From an optimization exercise on the open Yosys and OpenROAD flow, aimed at small area; shortcuts taken in it are not production practice. Function was checked by simulation only, so behaviour that the tests miss may differ from the original. Power is estimated from default activity; no workload was simulated.

== the previous run ==
## gpcodec
module gpcodec #(
    parameter integer CLK_KHZ = 1         
) (
    input  wire         clk,
    input  wire         rst,              
    input  wire         start,
    input  wire [7:0]   op_in,
    input  wire [1:0]   narg_in,
    input  wire [31:0]  a0_in,
    input  wire [31:0]  a1_in,
    input  wire [31:0]  a2_in,
    input  wire [4:0]   rx_sel,
    output wire         busy,
    output wire         done,
    output wire         fail,
    output wire         rvalid,
    output wire [2:0]   rkind,
    output wire [3:0]   fcode,
    output wire [31:0]  cmd,
    output wire [7:0]   rx_byte,
    output wire [5:0]   rxlen,
    output wire [7:0]   r_byte,
    output wire [15:0]  r_u16,
    output wire [8:0]   r_acc_x,
    output wire [8:0]   r_acc_y,
    output wire [8:0]   r_acc_z,
    output wire [31:0]  r_tbits,
    output wire [31:0]  r_hbits,
    output wire [135:0] r_tc100,
    output wire         r_tc100_valid,
    output wire [135:0] r_hc100,
    output wire         r_hc100_valid,
    output wire         req_valid,
    output wire [1:0]   req_kind,
    output wire [6:0]   req_addr,
    input  wire         rsp_valid,
    input  wire         rsp_last,
    input  wire         rsp_fault,
    input  wire [7:0]   rsp_data
);
    localparam [2:0] IDLE = 3'b000, DONE = 3'b001, ENGINE = 3'b010,
                     WRITING = 3'b100, SETTLE = 3'b101, AWAIT_BYTE = 3'b110,
                     AWAIT_BLOCK = 3'b111;
    localparam [2:0] K_NONE = 3'd0, K_DIGITAL = 3'd1, K_ANALOG = 3'd2, K_DISTANCE = 3'd3,
                     K_ACCEL = 3'd4, K_CLOCK = 3'd5, K_TEMP_HUM = 3'd6, K_LEDMASK = 3'd7;
    localparam [2:0] F_NONE = 3'd0, F_ILLEGAL_OP = 3'd1, F_WRITE = 3'd2, F_RDBYTE = 3'd3,
  ...
Size in the first run: about 1500 cells after synthesis, roughly 590 flip-flops.
==> flow/config.mk <==
export PLATFORM = sky130hd
export DESIGN_NAME = gpcodec
export DESIGN_NICKNAME = gpcodec
export VERILOG_FILES = /design/flow/design.v
export SDC_FILE = /design/flow/constraint.sdc
export NUM_CORES = 4
export LEC_CHECK = 0
export CAP_MARGIN = 20
export CORE_MARGIN = 2
export CORE_UTILIZATION = 60
export PLACE_DENSITY = 0.75
export SLEW_MARGIN = 20
==> flow/constraint.sdc <==
create_clock -name core_clock -period 20.0 [get_ports {clk}]
set_input_delay 4.0000 -clock core_clock [delete_from_list [all_inputs] [get_ports {clk}]]
set_output_delay 4.0000 -clock core_clock [all_outputs]
set_load 0.01 [all_outputs]
standard.sh (not shown) runs the stock make flow with config.mk's settings and CLKGATE_MAP_FILE= SYNTH_SCRIPT=/design/flow/synth_recipe.tcl, a recipe that flattens the netlist after the stock synthesis.
==> flow/flow/run.sh <==
#!/bin/bash
# Layout flow: the standard ORFS flow (standard.sh) with three changes, all
# aimed at cell area (the timing at 20 ns has a wide margin):
#  - synthesis maps the logic with an area-oriented ABC script (flow/area.abc)
#    instead of ORFS's speed script; everything else in the synthesis is the
#    standard one (synth_recipe.tcl), so the registers are the same;
#  - port buffers are sky130_fd_sc_hd__buf_1 instead of ORFS's default pick;
#  - the clock tree uses clkbuf cells of one size with larger sink clusters and
#    no dummy loads.
# Each tool's output is in standard.log and in orfs/logs/.
set -euo pipefail
work=$(pwd)

# synthesis script: the standard one, with the ABC script swapped
cat > "$work/synth_area.tcl" <<EOT
proc abc {args} {
  set i [lsearch -exact \$args -script]
  if {\$i >= 0} { set args [lreplace \$args [expr {\$i + 1}] [expr {\$i + 1}] $work/flow/area.abc] }
  yosys abc {*}\$args
}
source $work/synth_recipe.tcl
EOT
sed "s#$work/synth_recipe.tcl#$work/synth_area.tcl#" standard.sh > standard_area.sh
grep -q "synth_area.tcl" standard_area.sh

export BUFFER_PORTS_ARGS="-buffer_cell sky130_fd_sc_hd__buf_1"
export CTS_ARGS="-sink_clustering_enable -repair_clock_nets -dont_use_dummy_load -buf_list sky130_fd_sc_hd__clkbuf_8 -sink_clustering_size 16 -sink_clustering_max_diameter 80"
bash standard_area.sh > standard.log 2>&1
==> flow/flow/area.abc <==
strash
&get -n
&deepsyn -T 60
&put
balance
rewrite
refactor
balance
rewrite
rewrite -z
balance
refactor -z
rewrite -z
balance
dch -f
amap
The previous run: PASS, flow complete, no timing, DRC or antenna violations
For the current run, these inputs were changed with respect to the previous run:
--- a/flow/design.v
+++ b/flow/design.v
@@ -142,15 +142,16 @@
         sb = (v <= 8'd32) ? {1'b0, v} : (9'd224 - {1'b0, v});
     endfunction
     reg [2:0]       phase;
     reg [2:0]       fc;               
     reg [31:0]      cmd_r;
     reg [CNT_W-1:0] cnt;              
     reg [5:0]       len;
-    reg [7:0]       rx [0:31];
+    reg [7:0]       rxn [0:31];       
+    wire [7:0]      rx [0:31];
     reg [271:0]     counts;           
     wire [7:0] op = cmd_r[31:24];
     assign busy      = phase[2] || (phase == ENGINE);
     assign done      = (phase == DONE);
     assign fail      = done && (fc != F_NONE);
     assign rvalid    = done && (fc == F_NONE);
     assign fcode     = {1'b0, fc};
@@ -240,19 +241,25 @@
     wire [5:0] rot_sum = {1'b0, cnt[4:0]} + {1'b0, len[4:0]};
     wire rot      = (phase == ENGINE) &&
                     (((cnt[9:5] == 5'd0) && (len[4:0] != 5'd0) && !rot_sum[5]) ||
                      ((cnt[9:8] == 2'b10) && (cnt[7:2] == 6'd0)) ||
                      ((cnt[9:8] == 2'b10) && (cnt[7:5] == 3'b111) && (cnt[4:2] != 3'b111)));
     wire rx_shift = (rsp_beat && !len[5]) || wr_byte || rot;
     integer i;
+    genvar k;
+    generate
+        for (k = 0; k < 32; k = k + 1) begin : g_rx
+            assign rx[k] = ~rxn[k];
+        end
+    endgenerate
     always @(posedge clk) begin
         if (rx_shift) begin
             for (i = 0; i < 31; i = i + 1)
-                rx[i] <= rx[i + 1];
-            rx[31] <= rot ? rx[0] : rsp_data;
+                rxn[i] <= rxn[i + 1];
+            rxn[31] <= rot ? rxn[0] : ~rsp_data;
         end
     end
     wire       engine = (phase == ENGINE);
     wire       run    = engine && (cnt[9] ^ cnt[8]);
     wire       dht_ok = (op == OP_DHTREAD) && (fc == F_NONE);
     wire       f_sgn  = rx[4][7];                 
     wire [7:0] f_exp  = {rx[4][6:0], rx[3][7]};
### Flow results
The current run against the previous run: global-route usage +0.26 points, combinational power now smaller, combinational fraction of design power decreased by 0.9 points relative to the old numbers, fraction of layout cells with a size suffix above 1 moved down, average wire length per cell after detail routing shows an increase of 1.1 um. Layout overhead on the synthesized area, the current run and the previous run, lower one = the current run. The previous run ended up with nor4_1 as its standard cell with the maximum stage delay on the critical path; the current run ended up with nand4_1. Minimum clock period, the current run and the previous run: smaller value in the current run.

-- separate check: timing with driven ports --
The results above use ideal ports. As a check the final layouts listed here were re-extracted and re-timed, cells and wires unchanged.
Step 1 sets driving cells, clkbuf_16 on the clock port and buf_2 on the other inputs (assumed; they add their load-dependent delay and slew).
Step 2, shift: input delay + t, output delay - t, t = (earliest + latest rising clock arrival at the registers) / 2. This alone moves slack from input paths to output paths.
Three values: ideal ports, drivers, drivers and shift; two values: the first two.
run | t (ns) | setup slack, ns | worst register clock-pin slew, ns
the previous run | 0.674 | 7.789 / 7.668 / 7.668 | 0.11 / 0.11
the current run | 0.669 | 8.460 / 8.426 / 8.426 | 0.12 / 0.12
After both steps setup and hold are still met in every run listed. For the previous run, which loses most, drivers alone change the setup slack by -0.121 ns; drivers and shift together by -0.121 ns.
